This is an optimization exercise on Yosys and OpenROAD, whose aim is small area, a short achievable clock period and few clock cycles, not a production implementation. In this exercise RTL edits were held to simulation tests only and were not proved equivalent to the original. Power is estimated from default activity; no workload was simulated.

`flow/constraint.sdc`:
```
create_clock -name core_clock -period 55.0 [get_ports {clk}]
set_input_delay 11.0000 -clock core_clock [delete_from_list [all_inputs] [get_ports {clk}]]
set_output_delay 11.0000 -clock core_clock [all_outputs]
set_load 0.01 [all_outputs]
```
`flow/run.sh`:
```
#!/bin/bash
# synth_recipe.tcl (not shown) runs the flow's synth.tcl, then flattens the netlist and writes it again
# the make line also repeats each setting of config.mk as NAME=value (left out here)
make -C /OpenROAD-flow-scripts/flow DESIGN_CONFIG=/design/flow/config.mk WORK_HOME=/design/flow/orfs CLKGATE_MAP_FILE= SYNTH_SCRIPT=/design/flow/synth_recipe.tcl finish
```
`flow/config.mk`:
```
export PLATFORM = sky130hd
export DESIGN_NAME = ring_view_ctrl
export DESIGN_NICKNAME = ring_view_ctrl
export VERILOG_FILES = /design/flow/design.v
export SDC_FILE = /design/flow/constraint.sdc
export NUM_CORES = 4
export LEC_CHECK = 0
export CAP_MARGIN = 20
export CORE_MARGIN = 2
export CORE_UTILIZATION = 40
export SLEW_MARGIN = 20
```
`flow/design.v`:
```
module ring_view_ctrl (
    input  wire        clk,
    input  wire        rst,           
    input  wire        cmd_valid,
    output wire        cmd_ready,
    input  wire [31:0] cmd_data,
    output wire        rsp_valid,
    input  wire        rsp_ready,
    output wire [31:0] rsp_data,
    output wire        rsp_last
);
    localparam N_RING = 8;
    reg        dev_ready;
    reg  [7:0] vv;                    
    reg  [7:0] cf;                    
    reg  [7:0] hv, tv;                
    reg [20:0] head_ptr [0:N_RING-1];
    reg [20:0] tail_ptr [0:N_RING-1];
    reg [63:0] v_base  [0:N_RING-1];
    reg [19:0] v_depth [0:N_RING-1];
    reg [15:0] v_wpd   [0:N_RING-1];
    reg        v_lock  [0:N_RING-1];
    reg [20:0] v_head  [0:N_RING-1];
    reg [20:0] v_tail  [0:N_RING-1];
    reg [63:0] v_desc  [0:N_RING-1];
    reg        rv;                    
    reg        rl;                    
    reg [31:0] rd;                    
    reg  [3:0] ridx;                  
    reg  [2:0] wcnt;                  
    reg        k_rd, k_wr, k_cfg, k_upd, k_used, k_dump;
    reg        dev_ok;                
    reg        ring_ok;               
    reg  [2:0] r;                     
    reg [31:0] x1, x2;                
    reg [19:0] x3;                    
    reg        x3_big;                
    reg [16:0] x4;                    
    reg        a_ok;                  
    reg  [2:0] a_ring;
    reg        a_tail;
    reg [20:0] wv;                    
    reg        wr_go;                 
    reg        cfg_go;                
    reg        init_go;               
    reg        upd_go;                
    reg        busy;                  
    reg  [4:0] dcnt;
    reg [20:0] rem;
    wire cr     = ~(rv | busy);
    wire hs_cmd = cmd_valid & cr;
    wire hs_rsp = rv & rsp_ready;
    wire [5:0] in_op   = cmd_data[31:26];
    wire in_hi0  = (cmd_data[25:24] == 2'b00);
    wire in_lo0  = (cmd_data[11:0] == 12'd0);
    wire in_rg0  = (cmd_data[17:12] == 6'd0);
    wire in_ds0  = (cmd_data[23:18] == 6'd0);
    wire in_rd   = (in_op == 6'h01) & in_hi0 & in_lo0 & in_rg0;
    wire in_wr   = (in_op == 6'h02) & in_hi0 & in_lo0 & in_rg0;
    wire in_init = (in_op == 6'h03) & in_hi0 & in_lo0 & in_rg0 & (cmd_data[19:18] == 2'b00);
    wire in_ring = (in_op[5:2] == 4'b0010) & in_hi0 & in_lo0;
    wire in_cfg  = in_ring & (in_op[1:0] == 2'd0);
    wire in_upd  = in_ring & (in_op[1:0] == 2'd1);
    wire in_used = in_ring & (in_op[1:0] == 2'd2);
    wire in_dump = in_ring & (in_op[1:0] == 2'd3);
    wire in_ringok = in_ds0 & (cmd_data[17:15] == 3'd0);
    wire in_devz   = (cmd_data[23:20] == 4'd0);
    wire in_aok  = (cmd_data[31:6] == 26'h80) & (cmd_data[1:0] == 2'b00);
    wire [19:0] depth  = v_depth[r];
    wire [20:0] cur_h  = v_head[r];
    wire [20:0] cur_t  = v_tail[r];
    wire [63:0] cur_d  = v_desc[r];
    wire [20:0] new_h  = hv[r] ? head_ptr[r] : 21'd0;
    wire [20:0] new_t  = tv[r] ? tail_ptr[r] : 21'd0;
    wire [21:0] occ_cur = (cur_t[20] == cur_h[20])
                        ? ({2'b00, cur_t[19:0]} - {2'b00, cur_h[19:0]})
                        : ({2'b00, depth} - {2'b00, cur_h[19:0]} + {2'b00, cur_t[19:0]});
    wire [20:0] pos_old = (cur_h[20] ? {1'b0, depth} : 21'd0) + {1'b0, cur_h[19:0]};
    wire [20:0] pos_new = (new_h[20] ? {1'b0, depth} : 21'd0) + {1'b0, new_h[19:0]};
    wire [20:0] two_d   = {depth, 1'b0};
    wire        neg     = pos_new < pos_old;
    wire [20:0] mag     = neg ? (pos_old - pos_new) : (pos_new - pos_old);
    wire        fast_ok = neg ? (mag <= two_d) : (mag < two_d);
    wire [21:0] dtry    = {rem, mag[dcnt]};
    wire [21:0] dsub    = dtry - {1'b0, two_d};
    wire [20:0] rem_nx  = dsub[21] ? dtry[20:0] : dsub[20:0];
    wire [20:0] m       = busy ? rem_nx : mag;
    wire [20:0] delta   = (neg && m != 21'd0) ? (two_d - m) : m;
    wire upd_act  = upd_go & dev_ready & cf[r];
    wire upd_slow = upd_act & ~fast_ok;
    wire upd_wr   = (upd_act & fast_ok) | (busy & (dcnt == 5'd0));
    wire [20:0] ptr_rd = a_tail ? (tv[a_ring] ? tail_ptr[a_ring] : 21'd0)
                                : (hv[a_ring] ? head_ptr[a_ring] : 21'd0);
    reg [31:0] dump_nx;               
    always @(*) begin
        case (ridx)
            4'd0:    dump_nx = {11'd0, cur_h};
            4'd1:    dump_nx = {11'd0, cur_t};
            4'd2:    dump_nx = {12'd0, depth};
            4'd3:    dump_nx = {16'd0, v_wpd[r]};
            4'd4:    dump_nx = {31'd0, v_lock[r]};
            4'd7:    dump_nx = v_base[r][31:0];
            4'd8:    dump_nx = v_base[r][63:32];
            4'd9:    dump_nx = {{10{occ_cur[21]}}, occ_cur};
            4'd11:   dump_nx = cur_d[31:0];
            4'd12:   dump_nx = cur_d[63:32];
            default: dump_nx = 32'd0;
        endcase
        if (!vv[r]) dump_nx = 32'd0;
        if (ridx == 4'd10) dump_nx = {29'd0, r};
    end
    wire [31:0] rsp_nx = k_dump ? dump_nx :
                         k_used ? (cf[r] ? {{10{occ_cur[21]}}, occ_cur} : 32'd0) :
                                  {11'd0, ptr_rd};
    assign cmd_ready = cr;
    assign rsp_valid = rv;
    assign rsp_data  = rd;
    assign rsp_last  = rl;
    integer i;
    always @(posedge clk) begin
        if (rst) begin
            rv        <= 1'b0;
            rl        <= 1'b0;
            rd        <= 32'd0;
            ridx      <= 4'd0;
            wcnt      <= 3'd0;
            k_rd      <= 1'b0;
            k_wr      <= 1'b0;
            k_cfg     <= 1'b0;
            k_upd     <= 1'b0;
            k_used    <= 1'b0;
            k_dump    <= 1'b0;
            wr_go     <= 1'b0;
            cfg_go    <= 1'b0;
            init_go   <= 1'b0;
            upd_go    <= 1'b0;
            busy      <= 1'b0;
            dev_ready <= 1'b0;
            vv        <= 8'd0;
            cf        <= 8'd0;
            hv        <= 8'd0;
            tv        <= 8'd0;
        end else begin
            wr_go   <= 1'b0;
            cfg_go  <= 1'b0;
            init_go <= 1'b0;
            upd_go  <= 1'b0;
            if (hs_cmd) begin
                if (wcnt == 3'd0) begin
                    k_rd    <= in_rd;
                    k_wr    <= in_wr;
                    k_cfg   <= in_cfg;
                    k_upd   <= in_upd;
                    k_used  <= in_used;
                    k_dump  <= in_dump;
                    dev_ok  <= in_ds0;
                    ring_ok <= in_ringok;
                    r       <= cmd_data[14:12];
                    ridx    <= 4'd0;
                    if (in_rd | in_wr | in_cfg) begin
                        wcnt <= 3'd1;
                    end else begin
                        rv <= 1'b1;
                        if (!(in_init | in_ring)) begin
                            rd <= 32'd3;
                            rl <= 1'b1;
                        end else if (in_init) begin
                            rd <= {31'd0, ~in_devz};
                            rl <= 1'b1;
                            init_go <= in_devz;
                        end else begin
                            rd <= {31'd0, ~in_ringok};
                            rl <= ~in_ringok | in_upd;
                            upd_go <= in_upd & in_ringok;
                        end
                    end
                end else begin
                    wcnt <= wcnt + 3'd1;
                    case (wcnt)
                        3'd1: begin
                            x1     <= cmd_data;
                            a_ok   <= in_aok;
                            a_ring <= cmd_data[5:3];
                            a_tail <= cmd_data[2];
                        end
                        3'd2: x2 <= cmd_data;
                        3'd3: begin
                            x3     <= cmd_data[19:0];
                            x3_big <= (cmd_data[31:20] != 12'd0);
                        end
                        default: x4 <= cmd_data[16:0];
                    endcase
                    wv <= cmd_data[20:0];
                    if (k_rd) begin
                        wcnt <= 3'd0;
                        rv   <= 1'b1;
                        rd   <= {31'd0, ~(dev_ok & in_aok)};
                        rl   <= ~(dev_ok & in_aok);
                    end else if (k_wr & (wcnt == 3'd2)) begin
                        wcnt  <= 3'd0;
                        rv    <= 1'b1;
                        rd    <= {31'd0, ~(dev_ok & a_ok)};
                        rl    <= 1'b1;
                        wr_go <= dev_ok & a_ok;
                    end else if (k_cfg & (wcnt == 3'd4)) begin
                        wcnt <= 3'd0;
                        rv   <= 1'b1;
                        rl   <= 1'b1;
                        if (!ring_ok)
                            rd <= 32'd1;
                        else if (!dev_ready)
                            rd <= 32'd0;
                        else if (cf[r] | x3_big)
                            rd <= 32'd1;
                        else begin
                            rd <= 32'd0;
                            cfg_go <= 1'b1;
                        end
                    end
                end
            end
            if (hs_rsp) begin
                ridx <= ridx + 4'd1;
                if (rl) begin
                    rv <= 1'b0;
                    rl <= 1'b0;
                end else begin
                    rd <= rsp_nx;
                    rl <= k_dump ? (ridx == 4'd12) : 1'b1;
                end
            end
            if (wr_go) begin
                if (a_tail) tv[a_ring] <= 1'b1;
                else        hv[a_ring] <= 1'b1;
            end
            if (cfg_go) begin
                vv[r] <= 1'b1;
                cf[r] <= (x3 != 20'd0) && ({x2, x1} != 64'd0);
            end
            if (init_go) begin
                dev_ready <= 1'b1;
                vv <= 8'd0;
                cf <= 8'd0;
            end
            if (upd_slow) begin
                busy <= 1'b1;
                dcnt <= 5'd20;
                rem  <= 21'd0;
            end else if (busy) begin
                rem  <= rem_nx;
                dcnt <= dcnt - 5'd1;
                if (dcnt == 5'd0)
                    busy <= 1'b0;
            end
        end
    end
    always @(posedge clk) begin
        begin
            if (wr_go) begin
                if (a_tail) tail_ptr[a_ring] <= wv;
                else        head_ptr[a_ring] <= wv;
            end
            if (cfg_go) begin
                v_base[r]  <= {x2, x1};
                v_depth[r] <= x3;
                v_wpd[r]   <= x4[15:0];
                v_lock[r]  <= x4[16];
                v_head[r]  <= 21'd0;
                v_tail[r]  <= 21'd0;
                v_desc[r]  <= 64'd0;
            end
            if (upd_wr) begin
                v_head[r] <= new_h;
                v_tail[r] <= new_t;
                v_desc[r] <= cur_d + {43'd0, delta};
            end
        end
    end
endmodule
```
==> metrics.csv <==
metric,value,unit
worst_path_max_delay_cell,sky130_fd_sc_hd__dfxtp_4,
cts_tree,done,
clock-skew-final,134.8,ps
synthesis.yosys.warnings,1,
worst_pin_slew,1139,ps
clk_pwr_share,42.4,%
post-route-cell-area,113000,um2
highest_layer,met5,
postSynthCellCount,5989,
drt_total_wl,283900,um
area_growth,12.71,%
achievable_clock_frequency,0.05591,GHz
clock-root-buffer,sky130_fd_sc_hd__clkbuf_16,
placementRows,183,
synthMostInstantiatedCell,sky130_fd_sc_hd__edfxtp_1,
rsz0062_at_grt,false,
count_of_final_max_slew_check_failures,0,
via_count,57177,
cts_inserted_buffers,219,
worstPathBufferInverterCount,5,
synth-seq-cells,2237,
core_area,248900,um2
worst_path_max_stage_delay,800,ps
p_switching,0.0007951,W
period_minus_slack,17880,ps
synth_top_cells_by_area,"sky130_fd_sc_hd__edfxtp_1 (64%), sky130_fd_sc_hd__mux4_2 (13%), sky130_fd_sc_hd__ha_1 (3.0%)",
buffer_depth_of_the_longest_clock_path,3,
clock_sink_count,2237,
static-leakage-power,37.11,nW
critPathMaxFanout,38,
critPathArrivalTime,18530,ps
min_delay_src,k_wr,
critPathRequiredTime,55650,ps
switching_share,22.30,%
num-fill-cells,21278,
cap_viol_max_count,0,
top_ports,71,
worst_hold_path_type,flip-flop to flip-flop,
path_common_cell,sky130_fd_sc_hd__a21oi_1,
pin_count_of_the_biggest_net_entering_global_routing,126,
drt-met1-wl,117600,um
place.gp.congestion,0.9307,
synthDominantCellAreaShare,64.30,%
post_dp_cell_area,105700,um2
drive_gt1_share,19.52,%
ys_types,88,
routed-wl-met3,20670,um
internal_power,0.002770,W
crit_path_capture_type,flip-flop,
synthFlopType,sky130_fd_sc_hd__edfxtp_1,
die_y,504.7,um
relSlewSlack,23.27,%
htreeDepth,4,
drcViolationCount,0,
cellPowerDensity,31.55,nW/um2
portBuffers,70,
share_of_synthesized_area_occupied_by_flip_flops_and_latches,66.10,%
dpl_worst_slack,37460,ps
dp_hpwl,180300,um
postRouteAntennaNets,0,
timing.setup.critical_path_class,flip-flop to flip-flop,
overflow,0,
syn-num-nets,6273,
cts.repair_timing.setup_buffer_count,0,
setup-tns-final,0,ps
drtIter0Drc,6525,
run_status,finished clean,
yosysTopAreaCell,sky130_fd_sc_hd__edfxtp_1,
setup_slack,37120,ps
grt_use_total,21.95,%
detailedRoute.firstPassIterationCount,6,
seqPwrFrac,51.8,%
setup_violations,0,
number_of_global_route_vias_before_repair,56691,
async_reset_ff_share,0,%
start_kind,flip-flop,
route.detailed.vias_per_inst,5.898,
timing.final.hold_violations,0,
synthesis.area,100300,um2
comb_power_share,5.8,%
clkLatencyLatePin,940,ps
die-area,254700,um2
chipWidth,504.7,um
worst_ir_drop_vdd,0.03179,mV
synth_commonest_cells,"sky130_fd_sc_hd__edfxtp_1 (2147), sky130_fd_sc_hd__mux4_2 (581), sky130_fd_sc_hd__nor2_1 (392)",
final_net_count,6444,
synth_edf_count,2147,
clkTransAtPathRegs,60,ps
antenna_found_initial,22,
post_cts.resized_instances,0,
routed_length_per_placed_instance,29.28,um
initial_utilization,40.28,%
grt_pass1_wl,406800,um
min_period_over_period,32.52,%
met2WireLength,133100,um
critical-path-top-delay-family,compound AO/OA/AOI/OAI gates,
hold_fix_buffers_at_cts,0,
postSynthAreaPerCell,16.74,um2
-- final cells by class --
class                   instances  area [um2]  share of cell area [%]
well taps                    3330        4167                   3.687
clock inverters               140        1528                   1.352
inverters                     188       705.7                  0.6244
multi-input cells            3281       32440                   28.70
clock buffers                 278        5773                   5.109
repair buffers                233        2085                   1.845
diodes                          7       17.52                 0.01550
flip-flops and latches       2237       66290                   58.66
-- power groups by stage --
stage / Sequential (W) / Clock (W) / Combinational [W]
after floorplan: 0.00188 / 0 / 0.000138
after global placement: 0.00188 / 0 / 0.000207
after detailed placement: 0.00188 / 0 / 0.000207
after CTS: 0.00185 / 0.00154 / 0.000208
after global routing: 0.00185 / 0.00160 / 0.000220
final: 0.00185 / 0.00151 / 0.000208
-- per-layer routing --
layer | up-vias | GRT usage [%]
met5 | - | 0
met4 | 10 | 8.930
met3 | 518 | 3.460
met2 | 2316 | 34.79
met1 | 29952 | 30.30
li1 | 24381 | -
-- cell usage in the layout, fill, tap and decap left out, types with 33 or more instances in the layout --
master                               n
sky130_fd_sc_hd__clkdlybuf4s50_1    69
sky130_fd_sc_hd__clkinv_2           57
sky130_fd_sc_hd__clkinv_1           39
sky130_fd_sc_hd__a21oi_1           252
sky130_fd_sc_hd__mux4_2            581
sky130_fd_sc_hd__ha_1              238
sky130_fd_sc_hd__xor2_1             69
sky130_fd_sc_hd__nand3_1            72
sky130_fd_sc_hd__buf_4             151
sky130_fd_sc_hd__clkbuf_1           53
sky130_fd_sc_hd__a211oi_1           33
sky130_fd_sc_hd__nand2b_1           55
sky130_fd_sc_hd__a21o_1             61
sky130_fd_sc_hd__nor2b_1            45
sky130_fd_sc_hd__nor2_1            373
sky130_fd_sc_hd__xnor2_1           116
sky130_fd_sc_hd__edfxtp_1         2147
sky130_fd_sc_hd__nor3_1             81
sky130_fd_sc_hd__dfxtp_1            83
sky130_fd_sc_hd__nand2_1           219
sky130_fd_sc_hd__o21ai_0           146
sky130_fd_sc_hd__inv_1             186
sky130_fd_sc_hd__mux2i_1           262
sky130_fd_sc_hd__clkbuf_16         220
sky130_fd_sc_hd__o22ai_1            75
sky130_fd_sc_hd__nor4_1             41
sky130_fd_sc_hd__mux2_2             61
-- cells by family after synthesis --
logic type / Yosys count / synth area share, %
buffers and inverters: 471 / 1.886
AND/OR/NAND/NOR: 1094 / 5.311
multiplexers: 924 / 16.65
adder cells (fa/ha/maj): 248 / 3.170
AO/OA/AOI/OAI: 828 / 5.249
XOR/XNOR: 187 / 1.634
flip-flops: 2237 / 66.10
-- per-stage QoR --
step | hold slack, ps | util (%) | cells | power [W]
4_1_cts | 456.5 | 45.39 | 9686 | 0.003591
6_report | 456.9 | 45.41 | 9694 | 0.003565
3_5_place_dp | 450.1 | 42.46 | 9268 | 0.002090
5_1_grt | 490.9 | 45.40 | 9688 | 0.003667
3_3_place_gp | 445.4 | 42.46 | 9268 | 0.002090
2_1_floorplan | 427.3 | - | 5989 | 0.002017
-- flip-flops by register name (all words and copies together), names as in the netlist, 20 cells and up, named ones only --
register / flops
v_base: 512
v_desc: 512
head_ptr: 168
tail_ptr: 168
v_head: 168
v_tail: 168
v_depth: 160
v_wpd: 128
rd: 32
x1: 32
x2: 32
rem: 21
wv: 21
x3: 20
-- worst paths after layout --
kind	end	slack, ps	cells past startpoint
worst max-delay path	v_desc[3][32]	37120	58
worst min-delay path	k_wr	460	2
worst max register to register	v_desc[3][32]	37120	58
worst min register to register	k_wr	460	2
-- worst min-delay path, delay by kind of cell (launching register included) --
kind | cells | cell delay [ps]
flip-flops | 1 | 310
AO/OA/AOI/OAI | 1 | 50
AND/OR/NAND/NOR | 1 | 50
Testbench counts, summed over its fixed seeds: cycles 40,688.

-- static timing again, ports no longer ideal --
No port has a modelled driver above. Below, the same layout with a new extraction and two added sets of constraints.
Step 1 sets driving cells, clkbuf_16 on the clock port and buf_2 on the other inputs (assumed; they add their load-dependent delay and slew).
Step 2 also shifts input and output timing later by t, the mid clock arrival at the registers, as if the neighbouring blocks saw the same clock.
a / b / c = no drivers / after step 1 / after step 2; a / b = the first two.
t, ns: 0.963
setup WS [ns]: 37.115 / 37.115 / 37.115
latest minus earliest clock arrival (ns): 0.136 / 0.136
worst register clock-pin slew, ns: 0.07 / 0.07
cell pins on the clock port's net: 1
After both steps this run still meets setup and hold. The setup slack of this run moves by 0.000 ns with the drivers and by 0.000 ns with both steps.
